What follows belongs to an exercise in optimizing a design on an open flow for small area, a short achievable clock period and few clock cycles per item; a production flow would make more cautious choices. At most, simulation tests tie the RTL to the original design; equivalence was not proved. Power figures rest on the tool's default switching activity, not on a simulated workload.

## ax12_framer
module ax12_framer (
    input  wire        clk,
    input  wire        rst,
    input  wire        cmd_valid,
    output wire        cmd_ready,
    input  wire [7:0]  cmd_code,
    input  wire [7:0]  cmd_id,
    input  wire [7:0]  cmd_opc,
    input  wire [15:0] cmd_len,
    input  wire        in_valid,
    output wire        in_ready,
    input  wire [7:0]  in_data,
    output wire        out_valid,
    input  wire        out_ready,
    output wire [7:0]  out_data,
    output wire        res_valid,
    output reg  [7:0]  res_code,
    output reg  [7:0]  csum,
    output reg  [7:0]  rid,
    output reg  [7:0]  rerr,
    output reg  [7:0]  qn
);
For scale: roughly 1100 cells after synthesis, ~110 flip-flops, about 110 I/O pins, ~0.0079 sq mm of cells after synthesis.
Settings: LEC_CHECK=0, ABC_AREA=1, CAP_MARGIN=20, CORE_MARGIN=2, CORE_UTILIZATION=60, CTS_BUF_LIST=sky130_fd_sc_hd__clkbuf_8, SETUP_SLACK_MARGIN=5.0, SLEW_MARGIN=20; clock period 8.0 ns.
standard.sh (not shown) runs the stock make flow with config.mk's settings and CLKGATE_MAP_FILE= SYNTH_SCRIPT=/design/flow/synth_recipe.tcl, a recipe that flattens the netlist after the stock synthesis.
==> flow/flow/run.sh <==
#!/bin/bash
# Standard layout, with plain buffers (rather than delay buffers) on the ports.
set -euo pipefail
export BUFFER_PORTS_ARGS="-buffer_cell sky130_fd_sc_hd__buf_1"
bash standard.sh > standard.log 2>&1
Then changed:
==> flow/flow/run.sh (replaced) <==
#!/bin/bash
# Standard layout, with plain buffers (rather than delay buffers) on the ports.
set -euo pipefail
export BUFFER_PORTS_ARGS="-buffer_cell sky130_fd_sc_hd__buf_2"
bash standard.sh > standard.log 2>&1
- CORE_UTILIZATION: 60 -> 40
- CTS_BUF_LIST: sky130_fd_sc_hd__clkbuf_8 -> default
Power rose by roughly a tenth.
Global-route usage fell by 9.5 points.
Via count fell slightly.
Function was not checked in any run of this note: the RTL went through the layout flow alone.

ax12_framer, a different RTL version from the one above (not shown whole).
For scale: roughly 820 cells after synthesis, about 110 I/O pins, about 7200 um^2 of cells after synthesis.
make LEC_CHECK=0 CAP_MARGIN=20 CORE_MARGIN=2 CORE_UTILIZATION=40 SETUP_SLACK_MARGIN=4.5 SLEW_MARGIN=20 finish   # period 8.0 ns
run.sh (not shown) runs the stock make flow with config.mk's settings and CLKGATE_MAP_FILE= SYNTH_SCRIPT=/design/flow/synth_recipe.tcl, a recipe that flattens the netlist after the stock synthesis.
Stock flow here: none of the scripts above is used.
The first run passed the timing, DRC and antenna checks.
Testbench counts at the start, summed over its fixed seeds: cycles 24,686, commands 2,400.
Change:
--- a/flow/config.mk
+++ b/flow/config.mk
@@ -11 +10,0 @@
-export SETUP_SLACK_MARGIN = 4.5
Effect: The new run went through all stages and came out clean; sequential share of layout area climbs by 2.4 points; die area does not change; wire length came out lower by 5.6%; cell area fell by 7.8%; hold slack is about the same; fmax decreases by 21%.

Setup of run A:
ax12_framer, a different RTL version from the one above (not shown whole).
Size: ~1100 cells after synthesis, about 110 flip-flops, roughly 110 I/O pins, ~7800 sq um of cells after synthesis.
// ax12_framer
module ax12_framer (
    input  wire        clk,
    input  wire        rst,
    input  wire        cmd_valid,
    output wire        cmd_ready,
    input  wire [7:0]  cmd_code,
    input  wire [7:0]  cmd_id,
    input  wire [7:0]  cmd_opc,
    input  wire [15:0] cmd_len,
    input  wire        in_valid,
    output wire        in_ready,
    input  wire [7:0]  in_data,
    output wire        out_valid,
    input  wire        out_ready,
    output wire [7:0]  out_data,
    output wire        res_valid,
    output reg  [7:0]  res_code,
    output reg  [7:0]  csum,
    output reg  [7:0]  rid,
    output reg  [7:0]  rerr,
    output reg  [7:0]  qn
);
export LEC_CHECK = 0
export ABC_AREA = 1
export CAP_MARGIN = 20
export CORE_MARGIN = 2
export CORE_UTILIZATION = 60
export SETUP_SLACK_MARGIN = 5.0
export SLEW_MARGIN = 20
create_clock -name core_clock -period 8.0 [get_ports {clk}]
standard.sh (not shown) runs the stock make flow with config.mk's settings and CLKGATE_MAP_FILE= SYNTH_SCRIPT=/design/flow/synth_recipe.tcl, a recipe that flattens the netlist after the stock synthesis.
==> flow/flow/run.sh <==
#!/bin/bash
# Standard layout, with plain buffers (rather than delay buffers) on the ports.
set -euo pipefail
export BUFFER_PORTS_ARGS="-buffer_cell sky130_fd_sc_hd__buf_1"
bash standard.sh > standard.log 2>&1
Run A has completed all stages; timing, DRC and antenna checks passed.
Testbench counts of run A, summed over its fixed seeds: cycles 25,748, commands 2,400.
Input changes introduced in run B (baseline for comparison: run A):
- swapping 60 for 75 in CORE_UTILIZATION
Findings:
Going from run A to run B, the final non-filler cell total was found to have gone down by about 2.2%.
[compare] base=run A new=run B: final net count went up, final core utilization went up, worst setup margin went down.
The worst slack on hold paths of run A and that of run B are within noise of each other.
The run with more routed wire is run B, not run A.
Arrival time of data at the critical path endpoint: run B > run A
What run C does differently from run B at the input level:
- swapping 75 for 60 in CORE_UTILIZATION
- clearing ABC_AREA, which used to be 1
--- outcome ---
- From run B to run C the numbers moved as follows: final design instance area without fill lost about 0.35%, met1 track demand over resource lost 7.4 points, relative slew slack picked up an extra 15 points.
- Across run B and run C, none had a timing, DRC or antenna violation.
- Lower post-synthesis adder-cell area fraction was reported by run B, not run C.
- Re final setup violation count: no difference whatsoever between run C and run B.
- The number of design-rule violations left by the first detailed-router iteration in run C is 0.64 times that in run B.
#### Input delta (run D over run C)
- swapping 60 for 40 in CORE_UTILIZATION
-- flow/flow/run.sh --
<<< run C, line 4
export BUFFER_PORTS_ARGS="-buffer_cell sky130_fd_sc_hd__buf_1"
>>> run D, line 4
export BUFFER_PORTS_ARGS="-buffer_cell sky130_fd_sc_hd__buf_2"
## What came out
The fraction of power consumed by the clock network reported for run D is greater than that of run C by 1.0 points. Looking at utilization across run C and run D, the one that comes out higher is run C. Run D ends up with a power that is about 1.8% higher than in run C. Per-cell routed wire length: run D < run C. For the count of routing violations after the opening detailed-route iteration, run D came in about 6% lower than run C did. Comparing run C and run D, internal power summed over all cells is higher on run D. Summary: routed wire length, run D better than run C. Run C ended up with fewer cell instances than run D did. The run showing the smaller first-pass GRT wire length is run D.

ax12_framer, a different RTL version from the one above (not shown whole).
For scale: roughly 830 cells after synthesis, about 110 I/O pins, roughly 7400 um^2 of cells after synthesis.
clock: 8.0 ns
lec_check: 0
cap_margin: 20
core_margin: 2
core_utilization: 40
setup_slack_margin: 4.0
slew_margin: 20
run.sh (not shown) runs the stock make flow with config.mk's settings and CLKGATE_MAP_FILE= SYNTH_SCRIPT=/design/flow/synth_recipe.tcl, a recipe that flattens the netlist after the stock synthesis.
Stock flow here: none of the scripts above is used.
The starting point completed without violations.
Testbench counts at the start, summed over its fixed seeds: cycles 25,748, commands 2,400.
Then changed:
Settings changed: SETUP_SLACK_MARGIN 4.0 to 5.0.
Outcome: Sequential cell count is unchanged. First-iteration DRC count rose by 47%. Wire length rose by 4.1%.

RTL: one of the versions met above, not the one the previous note started from.
Size in the first run: ~1,100 cells after synthesis, ~110 flip-flops, ~110 I/O pins.
==> flow/config.mk <==
export PLATFORM = sky130hd
export DESIGN_NAME = ax12_framer
export DESIGN_NICKNAME = ax12_framer
export VERILOG_FILES = /design/flow/design.v
export SDC_FILE = /design/flow/constraint.sdc
export NUM_CORES = 4
export LEC_CHECK = 0
export ABC_AREA = 1
export CAP_MARGIN = 20
export CORE_MARGIN = 2
export CORE_UTILIZATION = 60
export CTS_BUF_LIST = sky130_fd_sc_hd__clkbuf_8
export CTS_CLUSTER_DIAMETER = 100
export CTS_CLUSTER_SIZE = 40
export SETUP_SLACK_MARGIN = 5.0
export SLEW_MARGIN = 20
==> flow/constraint.sdc <==
create_clock -name core_clock -period 8.0 [get_ports {clk}]
set_input_delay 1.6000 -clock core_clock [delete_from_list [all_inputs] [get_ports {clk}]]
set_output_delay 1.6000 -clock core_clock [all_outputs]
set_load 0.01 [all_outputs]
standard.sh (not shown) runs the stock make flow with config.mk's settings and CLKGATE_MAP_FILE= SYNTH_SCRIPT=/design/flow/synth_recipe.tcl, a recipe that flattens the netlist after the stock synthesis.
==> flow/flow/run.sh <==
#!/bin/bash
# Standard layout, with plain buffers (rather than delay buffers) on the ports.
set -euo pipefail
export BUFFER_PORTS_ARGS="-buffer_cell sky130_fd_sc_hd__buf_1"
bash standard.sh > standard.log 2>&1
The first run went through all stages and came out clean.
Testbench counts at the start, summed over its fixed seeds: cycles 25,748, commands 2,400.
==> next run, changes <==
==> flow/flow/run.sh (replaced) <==
#!/bin/bash
# Standard layout, with plain buffers (rather than delay buffers) on the ports and a
# setup repair margin of 5.2 ns against the 8 ns clock.
set -euo pipefail
export BUFFER_PORTS_ARGS="-buffer_cell sky130_fd_sc_hd__buf_1"
bash standard.sh SETUP_SLACK_MARGIN=5.2 finish > standard.log 2>&1
--- a/flow/config.mk
+++ b/flow/config.mk
@@ -13,3 +12,0 @@
-export CTS_CLUSTER_DIAMETER = 100
-export CTS_CLUSTER_SIZE = 40
-export SETUP_SLACK_MARGIN = 5.0
What happened: Worst setup slack gains 0.15 ns. Clock-buffer cell count goes down by 3. Final area goes up by 3.2%. Via count goes up by 3.6%.
==> next run, changes <==
==> flow/flow/run.sh (replaced) <==
#!/bin/bash
# Standard layout, with plain buffers (rather than delay buffers) on the ports.
set -euo pipefail
export BUFFER_PORTS_ARGS="-buffer_cell sky130_fd_sc_hd__buf_1"
bash standard.sh > standard.log 2>&1
--- a/flow/config.mk
+++ b/flow/config.mk
@@ -12,0 +13 @@
+export SETUP_SLACK_MARGIN = 5.0
The changed run completed without violations.
Final area decreases by a few percent.
Sequential cell count does not change.
Fmax goes down by a few percent.
Critical path depth stays the same.
Synthesized area does not change.
Global-route usage fell by 1.1 points.
Core utilization fell by 2.2 points.
Routed wire length went down by a few percent.
Die area stays the same.

Setup of v6:
ax12_framer again, from the RTL that the note above started with.
Design ax12_framer, start of the top module:
module ax12_framer (
    input  wire        clk,
    input  wire        rst,
    input  wire        cmd_valid,
    output wire        cmd_ready,
    input  wire [7:0]  cmd_code,
    input  wire [7:0]  cmd_id,
    input  wire [7:0]  cmd_opc,
    input  wire [15:0] cmd_len,
    input  wire        in_valid,
    output wire        in_ready,
    input  wire [7:0]  in_data,
    output wire        out_valid,
    input  wire        out_ready,
    output wire [7:0]  out_data,
    output wire        res_valid,
    output reg  [7:0]  res_code,
    output reg  [7:0]  csum,
    output reg  [7:0]  rid,
    output reg  [7:0]  rerr,
    output reg  [7:0]  qn
);
==> flow/config.mk <==
export PLATFORM = sky130hd
export DESIGN_NAME = ax12_framer
export DESIGN_NICKNAME = ax12_framer
export VERILOG_FILES = /design/flow/design.v
export SDC_FILE = /design/flow/constraint.sdc
export NUM_CORES = 4
export LEC_CHECK = 0
export ABC_AREA = 1
export CAP_MARGIN = 20
export CORE_MARGIN = 2
export CORE_UTILIZATION = 40
export SLEW_MARGIN = 20
==> flow/constraint.sdc <==
create_clock -name core_clock -period 8.0 [get_ports {clk}]
set_input_delay 1.6000 -clock core_clock [delete_from_list [all_inputs] [get_ports {clk}]]
set_output_delay 1.6000 -clock core_clock [all_outputs]
set_load 0.01 [all_outputs]
==> flow/flow/run.sh <==
#!/bin/bash
# Standard layout, with plain buffers (rather than delay buffers) on the ports and a
# setup repair margin of 5.5 ns against the 8 ns clock (the repair aims at a 2.5 ns period).
set -euo pipefail
export BUFFER_PORTS_ARGS="-buffer_cell sky130_fd_sc_hd__buf_2"
bash standard.sh SETUP_SLACK_MARGIN=5.5 finish > standard.log 2>&1
Testbench counts of v6, summed over its fixed seeds: cycles 25,748, commands 2,400.
--- input diff v6..v11 ---
- SETUP_SLACK_MARGIN: unset -> 5.0
- CTS_BUF_LIST: unset -> sky130_fd_sc_hd__clkbuf_4 sky130_fd_sc_hd__clkbuf_8
- CORE_UTILIZATION: 40 -> 60
- CTS_CLUSTER_SIZE: unset -> 12
==> flow/flow/run.sh <==
#!/bin/bash
# Standard layout, with plain buffers (rather than delay buffers) on the ports.
set -euo pipefail
export BUFFER_PORTS_ARGS="-buffer_cell sky130_fd_sc_hd__buf_1"
bash standard.sh > standard.log 2>&1
[summary]
- Vias per cell was higher in v11 than in v6.
- Summary of v11 over v6: placement row count went down; fraction of layout instances using a drive strength above 1 went down 21 points; worst setup slack now sits lower.
- Cmp v6 and v11 / clock slew at the register clock pins of the worst setup and hold paths / higher: v11
- For the minimum hold slack, v11 came in 10 ps higher than v6 did.
- The higher area of all placed cells without fillers of v6 and v11 is in v6.
--- input diff v11..v39 ---
- a deleted CTS_BUF_LIST that had been sky130_fd_sc_hd__clkbuf_4 sky130_fd_sc_hd__clkbuf_8
- a deleted CTS_CLUSTER_SIZE that had been 12
- a change of CORE_UTILIZATION from 60 to 40
-- flow/flow/run.sh --
<<< v11, line 4
export BUFFER_PORTS_ARGS="-buffer_cell sky130_fd_sc_hd__buf_1"
>>> v39, line 4
export BUFFER_PORTS_ARGS="-buffer_cell sky130_fd_sc_hd__buf_2"
[summary]
Summary of the comparison: aggregate global-route resource usage is lower in v39, relative to v11. Top fanout value on the critical path for v39: 11 down relative to v11. Diff v11 -> v39 | wire length of the first global-routing pass | up by a few percent. Measured against each other, v39 and v11 differ in fraction of area in clock buffers and inverters, the lower figure coming from v11. Between v39 and v11, it is v39 whose final cell count is higher, by 92. For routed wire length, dividing the value from v11 by the value from v39 gives 0.945. Via count (lower): v39. Summary — clock-buffer cell count, v39 relative to v11: higher, by 9.5%. On synthesized cell count, v39 and v11 are basically level. v11 has higher global-route met3 utilization than v39. Total power (v39 vs. v11) increases by more than 10%. For v39, the capture point of the critical path was csum[4]$_SDFFE_PP0P_, unlike v11, where it was in_ready. v39 reached the end of the flow, and the finished layout is clean on the timing, DRC and antenna checks. v11 went all the way through the flow, and no timing, DRC or antenna check failed.

## static timing again, ports no longer ideal
The flow's constraints put no driver on any port. The routed layouts listed below were extracted and timed again, unchanged, in two steps.
Step 1 assumes that a clkbuf_16 drives the clock port and a buf_2 every other input.
Step 2 also shifts input and output timing later by t, the mid clock arrival at the registers, as if the neighbouring blocks saw the same clock.
Slacks: ideal ports / drivers / drivers and shift; pairs: ideal ports / drivers.
run	t, ns	setup WS [ns]	worst register clock-pin slew, ns	worst data-port slew with drivers (ns)
the first run of note 1	0.488	5.059 / 5.021 / 4.607	0.08 / 0.08	0.03
the second run of note 1	0.470	5.089 / 5.110 / 4.643	0.06 / 0.06	0.04
the first run of note 2	0.405	4.291 / 4.283 / 3.907	0.08 / 0.08	0.05
the second run of note 2	0.400	3.326 / 3.303 / 2.954	0.08 / 0.08	0.04
run A	0.460	5.047 / 5.059 / 4.607	0.06 / 0.06	0.05
run B	0.568	4.979 / 4.977 / 4.508	0.06 / 0.06	0.04
run C	0.470	4.846 / 4.846 / 4.461	0.06 / 0.06	0.06
run D	0.468	4.843 / 4.843 / 4.496	0.06 / 0.06	0.05
the first run of note 4	0.466	4.157 / 4.183 / 3.717	0.06 / 0.06	0.05
the second run of note 4	0.471	4.874 / 4.874 / 4.522	0.06 / 0.06	0.05
the first run of note 5	0.480	5.063 / 5.027 / 4.606	0.08 / 0.08	0.05
the second run of note 5	0.495	5.214 / 5.172 / 4.746	0.08 / 0.08	0.03
the third run of note 5	0.480	5.063 / 5.027 / 4.606	0.08 / 0.08	0.05
v6	0.470	5.232 / 5.186 / 4.787	0.06 / 0.06	0.07
v11	0.480	5.063 / 5.027 / 4.606	0.08 / 0.08	0.05
v39	0.463	5.042 / 5.042 / 4.621	0.06 / 0.06	0.04
After both steps every run listed still meets setup and hold. The setup slack of run B, which loses most, moves by -0.002 ns with the drivers and by -0.471 ns with both steps.
